From an optimization exercise on the open Yosys and OpenROAD flow, aimed at small area, a short achievable clock period and few clock cycles per item; shortcuts taken in it are not production practice.
The RTL of this run was laid out without a check of its function.
Power and IR drop assume default switching activity.

`flow/config.mk`:
```
export PLATFORM = sky130hd
export DESIGN_NAME = nmx_sched
export DESIGN_NICKNAME = nmx_sched
export VERILOG_FILES = /design/flow/design.v
export SDC_FILE = /design/flow/constraint.sdc
export NUM_CORES = 4
export LEC_CHECK = 0
export CAP_MARGIN = 20
export CORE_MARGIN = 2
export CORE_UTILIZATION = 40
export PLACE_DENSITY = 0.6
export SLEW_MARGIN = 20
```
`flow/constraint.sdc`:
```
create_clock -name core_clock -period 16.0 [get_ports {clk}]
set_input_delay 3.2000 -clock core_clock [delete_from_list [all_inputs] [get_ports {clk}]]
set_output_delay 3.2000 -clock core_clock [all_outputs]
set_load 0.01 [all_outputs]
```
`flow/design.v`:
```
module nmx_sched_check (
    input  wire        lay_hi0,    
    input  wire [3:0]  lay_lo,     
    input  wire [7:0]  av_odd,     
    input  wire [4:0]  dneg,       
    input  wire        ch_bad,     
    input  wire        im_bad,     
    output reg         err,
    output reg  [2:0]  code,
    output reg  [2:0]  index,
    output wire [4:0]  vsel        
);
    wire lay_bad = ~lay_hi0 | (lay_lo == 4'd0) | (lay_lo > 4'd8);
    reg [7:0] below;               
    integer l, s;
    always @* begin
        for (l = 0; l < 8; l = l + 1)
            below[l] = (l < lay_lo);
    end
    wire [7:0] vbad = av_odd & below;
    always @* begin
        err   = 1'b1;
        code  = 3'd0;
        index = 3'd0;
        if (lay_bad) begin
            code = 3'd3;
        end else if (|vbad) begin
            code = 3'd0;
            for (l = 7; l >= 0; l = l - 1)
                if (vbad[l]) index = l;
        end else if (|dneg) begin
            code = 3'd1;
            for (s = 4; s >= 0; s = s - 1)
                if (dneg[s]) index = s;
        end else if (ch_bad) begin
            code = 3'd2;
        end else if (im_bad) begin
            code  = 3'd2;
            index = 3'd1;
        end else begin
            err = 1'b0;
        end
    end
    assign vsel = {code == 3'd2 &  index[0],
                   code == 3'd2 & ~index[0],
                   code == 3'd1,
                   code == 3'd0,
                   code == 3'd3};
endmodule
module nmx_sched (
    input  wire         clk,
    input  wire         rst,          
    input  wire         cfg_valid,
    output wire         cfg_ready,
    input  wire [159:0] dur,          
    input  wire [31:0]  chunks,
    input  wire [31:0]  images,
    input  wire [31:0]  layers,
    input  wire [15:0]  actv,
    output wire         ev_valid,
    input  wire         ev_ready,
    output wire [2:0]   ev_stage,
    output wire [3:0]   ev_layer,
    output wire [31:0]  ev_image,
    output wire [31:0]  ev_chunk,
    output wire [63:0]  ev_start,
    output wire [63:0]  ev_end,
    output wire         done,
    output wire         err,
    output wire [7:0]   err_code,
    output wire [31:0]  err_index,
    output wire [31:0]  err_value,
    output wire [31:0]  err_limit,
    output wire [31:0]  evcount
);
    localparam TW = 43;
    reg         q_lay_hi0;
    reg  [3:0]  q_lay_lo;
    reg  [7:0]  q_av_odd;
    reg  [4:0]  q_dneg;
    reg         q_ch_bad, q_im_bad;
    wire        f_err;
    wire [2:0]  f_code, f_index;
    wire [4:0]  vsel;
    nmx_sched_check u_check (
        .lay_hi0(q_lay_hi0), .lay_lo(q_lay_lo), .av_odd(q_av_odd), .dneg(q_dneg),
        .ch_bad(q_ch_bad), .im_bad(q_im_bad),
        .err(f_err), .code(f_code), .index(f_index), .vsel(vsel)
    );
    reg [31:0] fval;
    integer i;
    always @* begin
        fval = ({32{vsel[0]}} & layers) | ({32{vsel[3]}} & chunks) | ({32{vsel[4]}} & images);
        for (i = 0; i < 5; i = i + 1)
            if (vsel[2] && f_index == i) fval = fval | dur[32*i +: 32];
        if (vsel[1]) fval = fval | {30'd0, 1'b1, actv[{f_index, 1'b0}]};
    end
    localparam [2:0] E_IDLE = 3'd0, E_INIT = 3'd1, E_P1 = 3'd2, E_MOVE = 3'd3,
                     E_P2 = 3'd4, E_CHK = 3'd5, E_RDY = 3'd6, E_HOLD = 3'd7;
    reg  [2:0]  eng;
    reg  [32:0] r1, r2;
    reg  [31:0] mq;
    reg         ok_r;                 
    wire [4:0]  pc_q  = {q_lay_lo, 1'b0} + {1'b0, q_lay_lo} + 5'd1;
    wire [32:0] esum  = {1'b0, r1[31:0]} + {1'b0, r2[31:0]};
    wire [32:0] r1_add = {r1[32] | r2[32] | esum[32], esum[31:0]};
    wire [32:0] r2_dbl = {r2[32] | r2[31], r2[30:0], 1'b0};
    wire        mq_end = ~|mq[31:1];
    wire        n_small = ~r1[32] & ~|r1[31:13] & ~(r1[12] & |r1[11:0]);
    reg          slot_free;           
    reg          run_pend;            
    reg  [30:0]  d0_r, d1_r, d2_r, d3_r, d4_r;
    reg  [9:0]   ch_r, im_r;
    reg  [3:0]   ly_r;
    reg          ev_v;
    reg  [2:0]   stg;
    reg  [2:0]   lay;
    reg  [9:0]   chk, img;
    reg          last_l, last_c, last_i;
    reg  [TW-1:0] ost, oen;
    reg  [TW-1:0] fr1, fr2, fr3, fr4, acc;
    reg  [4:0]   fv;                  
    reg          done_r, err_r;
    reg  [2:0]   ecode, eidx;
    reg  [12:0]  evcnt;
    wire out_idle = ~ev_v & ~run_pend;
    wire rdy      = (eng == E_RDY) & (ok_r ? slot_free : out_idle);
    wire accept   = cfg_valid & rdy;
    wire take     = ev_v & ev_ready;
    wire is_last  = (stg == 3'd4) & last_i;
    wire start    = run_pend & ~ev_v;
    reg [2:0] nst;
    always @* begin
        case (stg)
            3'd0: nst = 3'd1;
            3'd1: nst = 3'd2;
            3'd2: nst = 3'd3;
            3'd3: nst = !last_l ? 3'd1 : (!last_c ? 3'd0 : 3'd4);
            default: nst = 3'd0;
        endcase
        if (start) nst = 3'd0;
    end
    wire [4:0] sel  = {nst == 3'd4, nst == 3'd3, nst == 3'd2, nst == 3'd1, nst == 3'd0};
    wire [4:0] asel = sel & fv & {5{~start}};
    wire [TW-1:0] a = ({TW{asel[0]}} & acc) | ({TW{asel[1]}} & fr1) | ({TW{asel[2]}} & fr2) |
                      ({TW{asel[3]}} & fr3) | ({TW{asel[4]}} & fr4);
    wire [TW-1:0] b = oen & {TW{~sel[0]}};
    wire [30:0] dd = ({31{sel[0]}} & d0_r) | ({31{sel[1]}} & d1_r) | ({31{sel[2]}} & d2_r) |
                     ({31{sel[3]}} & d3_r) | ({31{sel[4]}} & d4_r);
    wire          a_ge = (a >= b);
    wire [TW-1:0] ea = a + {12'd0, dd};
    wire [TW-1:0] eb = b + {12'd0, dd};
    wire [TW-1:0] nst_t = a_ge ? a : b;
    wire [TW-1:0] nen_t = a_ge ? ea : eb;
    wire [2:0] lay_n = lay + 3'd1;
    wire [9:0] chk_n = chk + 10'd1;
    wire [9:0] img_n = img + 10'd1;
    always @(posedge clk) begin
        q_lay_hi0 <= ~|layers[31:4];
        q_lay_lo  <= layers[3:0];
        q_av_odd  <= {actv[15], actv[13], actv[11], actv[9], actv[7], actv[5], actv[3], actv[1]};
        q_dneg    <= {dur[159], dur[127], dur[95], dur[63], dur[31]};
        q_ch_bad  <= chunks[31] | ~|chunks;
        q_im_bad  <= images[31] | ~|images;
        if (slot_free) begin
            d0_r <= dur[30:0];
            d1_r <= dur[62:32];
            d2_r <= dur[94:64];
            d3_r <= dur[126:96];
            d4_r <= dur[158:128];
            ch_r <= chunks[9:0];
            im_r <= images[9:0];
            ly_r <= layers[3:0];
        end
        case (eng)
            E_INIT: begin
                if (f_err) begin
                    r1 <= {1'b0, fval};
                end else begin
                    r1 <= 33'd1;
                    r2 <= {1'b0, chunks};
                    mq <= {27'd0, pc_q};
                end
            end
            E_P1, E_P2: begin
                if (mq[0]) r1 <= r1_add;
                r2 <= r2_dbl;
                mq <= mq >> 1;
            end
            E_MOVE: begin
                r2 <= r1;
                r1 <= 33'd0;
                mq <= images;
            end
            E_CHK: ok_r <= ~f_err & n_small;
            default: ;
        endcase
        if (rst) begin
            eng       <= E_IDLE;
            slot_free <= 1'b1;
            run_pend  <= 1'b0;
            ev_v      <= 1'b0;
            done_r    <= 1'b0;
        end else begin
            done_r <= 1'b0;
            case (eng)
                E_IDLE:  if (cfg_valid) eng <= E_INIT;
                E_INIT:  eng <= f_err ? E_CHK : E_P1;
                E_P1:    if (mq_end) eng <= E_MOVE;
                E_MOVE:  eng <= E_P2;
                E_P2:    if (mq_end) eng <= E_CHK;
                E_CHK:   eng <= E_RDY;
                E_RDY:   if (accept) eng <= E_HOLD;
                default: if (start || !run_pend) eng <= cfg_valid ? E_INIT : E_IDLE;
            endcase
            if (accept) begin
                ecode <= f_err ? f_code : 3'd4;
                eidx  <= f_err ? f_index : 3'd0;
                if (ok_r) begin
                    run_pend  <= 1'b1;
                    slot_free <= 1'b0;
                end else begin
                    done_r <= 1'b1;
                    err_r  <= 1'b1;
                end
            end
            if (start) begin
                run_pend <= 1'b0;
                ev_v     <= 1'b1;
                stg      <= 3'd0;
                lay      <= 3'd0;
                chk      <= 10'd0;
                img      <= 10'd0;
                last_l   <= (ly_r == 4'd1);
                last_c   <= (ch_r == 10'd1);
                last_i   <= (im_r == 10'd1);
                fv       <= 5'd0;
                ost      <= nst_t;
                oen      <= nen_t;
                evcnt    <= r1[12:0];
            end
            if (take) begin
                if (is_last) begin
                    ev_v   <= 1'b0;
                    done_r <= 1'b1;
                    err_r  <= 1'b0;
                end else begin
                    ost <= nst_t;
                    oen <= nen_t;
                    case (stg)
                        3'd1: begin fr1 <= oen; fv[1] <= 1'b1; end
                        3'd2: begin fr2 <= oen; fv[2] <= 1'b1; end
                        3'd3: begin fr3 <= oen; fv[3] <= 1'b1; end
                        3'd4: begin fr4 <= oen; fv[4] <= 1'b1; end
                        default: ;
                    endcase
                    if (stg == 3'd1 && lay == 3'd0) begin
                        acc   <= ost;
                        fv[0] <= 1'b1;
                    end
                    stg <= nst;
                    case (stg)
                        3'd3: begin
                            if (!last_l) begin
                                lay    <= lay_n;
                                last_l <= ({1'b0, lay_n} == ly_r - 4'd1);
                            end else begin
                                lay    <= 3'd0;
                                last_l <= (ly_r == 4'd1);
                                if (!last_c) begin
                                    chk    <= chk_n;
                                    last_c <= (chk_n == ch_r - 10'd1);
                                end
                            end
                            if (last_l && last_c && last_i)
                                slot_free <= 1'b1;    
                        end
                        3'd4: begin
                            chk    <= 10'd0;
                            last_c <= (ch_r == 10'd1);
                            img    <= img_n;
                            last_i <= (img_n == im_r - 10'd1);
                        end
                        default: ;
                    endcase
                end
            end
        end
    end
    assign cfg_ready = rdy;
    assign ev_valid  = ev_v;
    assign ev_stage  = stg;
    wire   s04       = (stg == 3'd0) | (stg == 3'd4);
    assign ev_layer  = {s04, lay | {3{s04}}};
    assign ev_image  = {22'd0, img};
    assign ev_chunk  = {{22{stg[2]}}, chk | {10{stg[2]}}};
    assign ev_start  = {{(64-TW){1'b0}}, ost};
    assign ev_end    = {{(64-TW){1'b0}}, oen};
    assign done      = done_r;
    assign err       = err_r;
    assign err_code  = {5'b00010, ecode};
    assign err_index = {29'd0, eidx};
    assign err_value = r1[31:0] | {32{r1[32]}};
    assign err_limit = (ecode == 3'd3) ? 32'd8 :
                       (ecode == 3'd0) ? 32'd1 :
                       (ecode == 3'd4) ? 32'd4096 : 32'h7FFF_FFFF;
    assign evcount   = {19'd0, evcnt};
endmodule
```
`flow/run.sh`:
```
#!/bin/bash
# synth_recipe.tcl (not shown) runs the flow's synth.tcl, then flattens the netlist and writes it again
# the make line also repeats each setting of config.mk as NAME=value (left out here)
make -C /OpenROAD-flow-scripts/flow DESIGN_CONFIG=/design/flow/config.mk WORK_HOME=/design/flow/orfs CLKGATE_MAP_FILE= SYNTH_SCRIPT=/design/flow/synth_recipe.tcl finish
```
==> reports/qor.csv <==
metric;value;unit
period_needed;8.10;ns
p_int;4.05;mW
antenna_left;0;
drtIter0Drc;3198;
io_buffer_count;496;
hold_path.class;reg -> reg;
crit_path_start_kind;register;
slew_headroom;0.230;
yosys_warnings;2;
worstPathMaxFanout;54;
dp_slack;7.89;ns
core_area;0.0869;mm2
final_common_cell;edfxtp_1;
status;complete, no violations;
fin_tns_setup;0;ns
grt_pass1_wl;179;mm
cts-resized-gates;0;
cts_htree_levels;3;
clock_latency;0.64;ns
path_class;reg -> reg;
synth_edf_count;633;
vias;27400;
holdBufCountCts;0;
dr_wl_met3;12.8;mm
p_leak;15.8;nW
cts_tree;done;
track_usage;0.273;
syn_area;0.0351;mm2
p_comb_frac;0.333;
grt_pass1_vias;25500;
finalCritPeriodShare;0.507;
async_flop_share;0;
finalPower;6.18;mW
root_buffer;clkbuf_16;
ir_drop;0.000130;V
die_h;300;um
wl_met1;50.1;mm
clock_path_buffers;3;
top_layer;met5;
wl_per_cell;26.7;um
first_pass_iters;7;
rsz0062_at_grt;no;
postCtsSetupBuffers;0;
ios;615;
vias_per_cell;5.76;
clk_pin_slew;0.06;ns
gp_congestion;0.978;
grt-ovfl-total;0;
grt_max_degree;85;
hold_violations;0;
start_util;0.404;
maxCapViolations;0;
placed_cells;4608;
dp_hpwl;93.2;mm
maxSlewViolCount;0;
p_sw_frac;0.344;
r2r_setup_slack;7.90;ns
numCtsBuffers;76;
setup_viol;0;
synthFlopType;edfxtp_1;
p_seq_frac;0.389;
drive_above_1_share;0.0841;
numClockSinks;660;
fp.dieArea;0.0901;mm2
syn_area_per_cell;11.3;um2
final_cell_mix;633 x edfxtp_1, 496 x clkdlybuf4s50_1, 408 x nand2_1;
p_per_area;144;mW/mm2
route.detailed.drc;0;
antenna_found_initial;29;
endpoint_kind;register;
cp.arrival;8.48;ns
ys_seq_area_frac;0.557;
power_switching;2.13;mW
timing.final.ws_setup;7.90;ns
timing.fmax;123;MHz
wl_met2;58.1;mm
critical_path_required;16.38;ns
fin_skew;0.0347;ns
finalNonFillerCells;4761;
fp.dieW;300;um
rows;108;
area_growth;22.6;%
fin_nets;3935;
tightest_slew;1.15;ns
synth_cells;3110;
drt_wl_total;127;mm
ys_ff_latch;660;
ys_types;99;
pwr-share-clk;0.279;
-- worst max-delay path, cell delays in order, from the launching register on --
cell,delay (ns)
dfxtp_1,0.44
nor2b_2,0.58
buf_4,0.37
nor4b_4,0.07
buf_4,0.33
a222oi_1,0.71
nand3_1,0.21
ha_1,0.25
a21oi_1,0.17
o21ai_0,0.21
a22oi_1,0.21
nand3_1,0.16
nor3_4,0.22
buf_4,0.46
nor2_1,0.10
a21oi_1,0.32
ha_1,0.29
a21o_1,0.17
a21o_1,0.20
a211oi_1,0.42
nor3_1,0.18
nor2_1,0.19
o2111ai_1,0.18
a41oi_1,0.79
nor2b_1,0.13
xnor2_1,0.16
mux2_2,0.28
-- power by group through the flow --
stage               logic [mW]  registers [mW]  clock network (mW)
finish                    2.06            2.40                1.72
global route              2.22            2.42                1.80
CTS                       2.03            2.39                1.74
detailed placement        2.02            2.43                   0
global placement          2.01            2.43                   0
floorplan                 1.34            2.37                   0
-- flip-flops by register name, summed over array words and instances, names as in the netlist, 13 cells and up --
register	cells
d0_r	31
ost	43
d3_r	31
r2	33
d4_r	31
d1_r	31
acc	43
r1	33
oen	43
fr1	43
d2_r	31
fr2	43
mq	32
evcnt	13
fr4	43
fr3	43
-- area by class of cell --
class | count | area [um2]
fill | 7727 | 43900
inverter | 59 | 225
clock buffer | 93 | 2070
tap | 1155 | 1450
clock inverter | 45 | 360
sequential | 660 | 19600
multi-input combinational | 2185 | 14000
timing repair buffer | 549 | 5360
antenna | 15 | 37.5
-- per-layer routing --
| metal | vias to the layer above | GRT usage |
|---|---|---|
| met5 | - | 0 |
| met4 | 22 | 0.125 |
| met3 | 263 | 0.0686 |
| met2 | 1469 | 0.429 |
| met1 | 13300 | 0.357 |
| li1 | 12400 | - |
-- cell usage after synthesis, types with 29 or more instances --
library cell	number	area [um2]
or2_2	50	313
a22o_1	59	517
a22oi_1	107	803
edfxtp_1	633	19000
ha_1	125	1560
xor2_1	47	412
nand3_1	108	541
and3_1	35	219
a21oi_1	151	756
a222oi_1	64	641
nor3_1	41	205
nor4_1	42	263
o21ai_0	107	536
clkbuf_1	103	387
a21o_1	43	323
xnor2_1	70	613
inv_1	55	206
o22ai_1	30	188
nor2_1	217	815
nand2_1	409	1540
nand2b_1	29	181
buf_4	176	1320
-- final timing paths --
| kind | start | endpoint | cells past startpoint |
|---|---|---|---|
| min reg2reg | ost[9] | acc[9] | 0 |
| max reg2reg | run_pend | oen[33] | 26 |
| max | run_pend | oen[33] | 26 |
| min | ost[9] | acc[9] | 0 |
-- cells by family (layout without fill, tap and decap cells) --
| family | Yosys count | in the layout | synth area share |
|---|---|---|---|
| compound gates | 732 | 732 | 0.147 |
| xor+xnor | 117 | 117 | 0.0292 |
| fa+ha+maj | 128 | 128 | 0.0463 |
| buf+inv | 381 | 746 | 0.0617 |
| flops | 660 | 660 | 0.557 |
| mux | 53 | 53 | 0.0170 |
| other cells | 2 | 133 | 0.000214 |
| simple gates | 1037 | 1037 | 0.141 |
-- through the flow --
step / util / cell area [um2] / hold slack (ns)
final: 0.495 / 43000 / 0.469
after global routing: 0.495 / 43000 / 0.493
after CTS: 0.495 / 43000 / 0.479
after detailed placement: 0.467 / 40500 / 0.473
after global placement: 0.467 / 40500 / 0.467
after floorplan: - / 35500 / 0.488

separate check: timing with driven ports:
In the flow no input, the clock included, has a driving cell. The finished layout below was timed again as built, in two steps. Step 1, drivers: a clkbuf_16 drives clk and a buf_2 each remaining input, both assumed. Step 2, shift: input delay + t, output delay - t, t = (earliest + latest rising clock arrival at the registers) / 2. This alone moves slack from input paths to output paths. Slacks: ideal / step 1 / step 2; pairs: ideal / step 1.
t, ns: 0.690
setup slack, ns: 7.895 / 7.895 / 7.895
pins driven straight from the clock port: 1
After both steps setup and hold are still met in this run. The setup slack of this run moves by 0.000 ns with the drivers and by 0.000 ns with both steps.
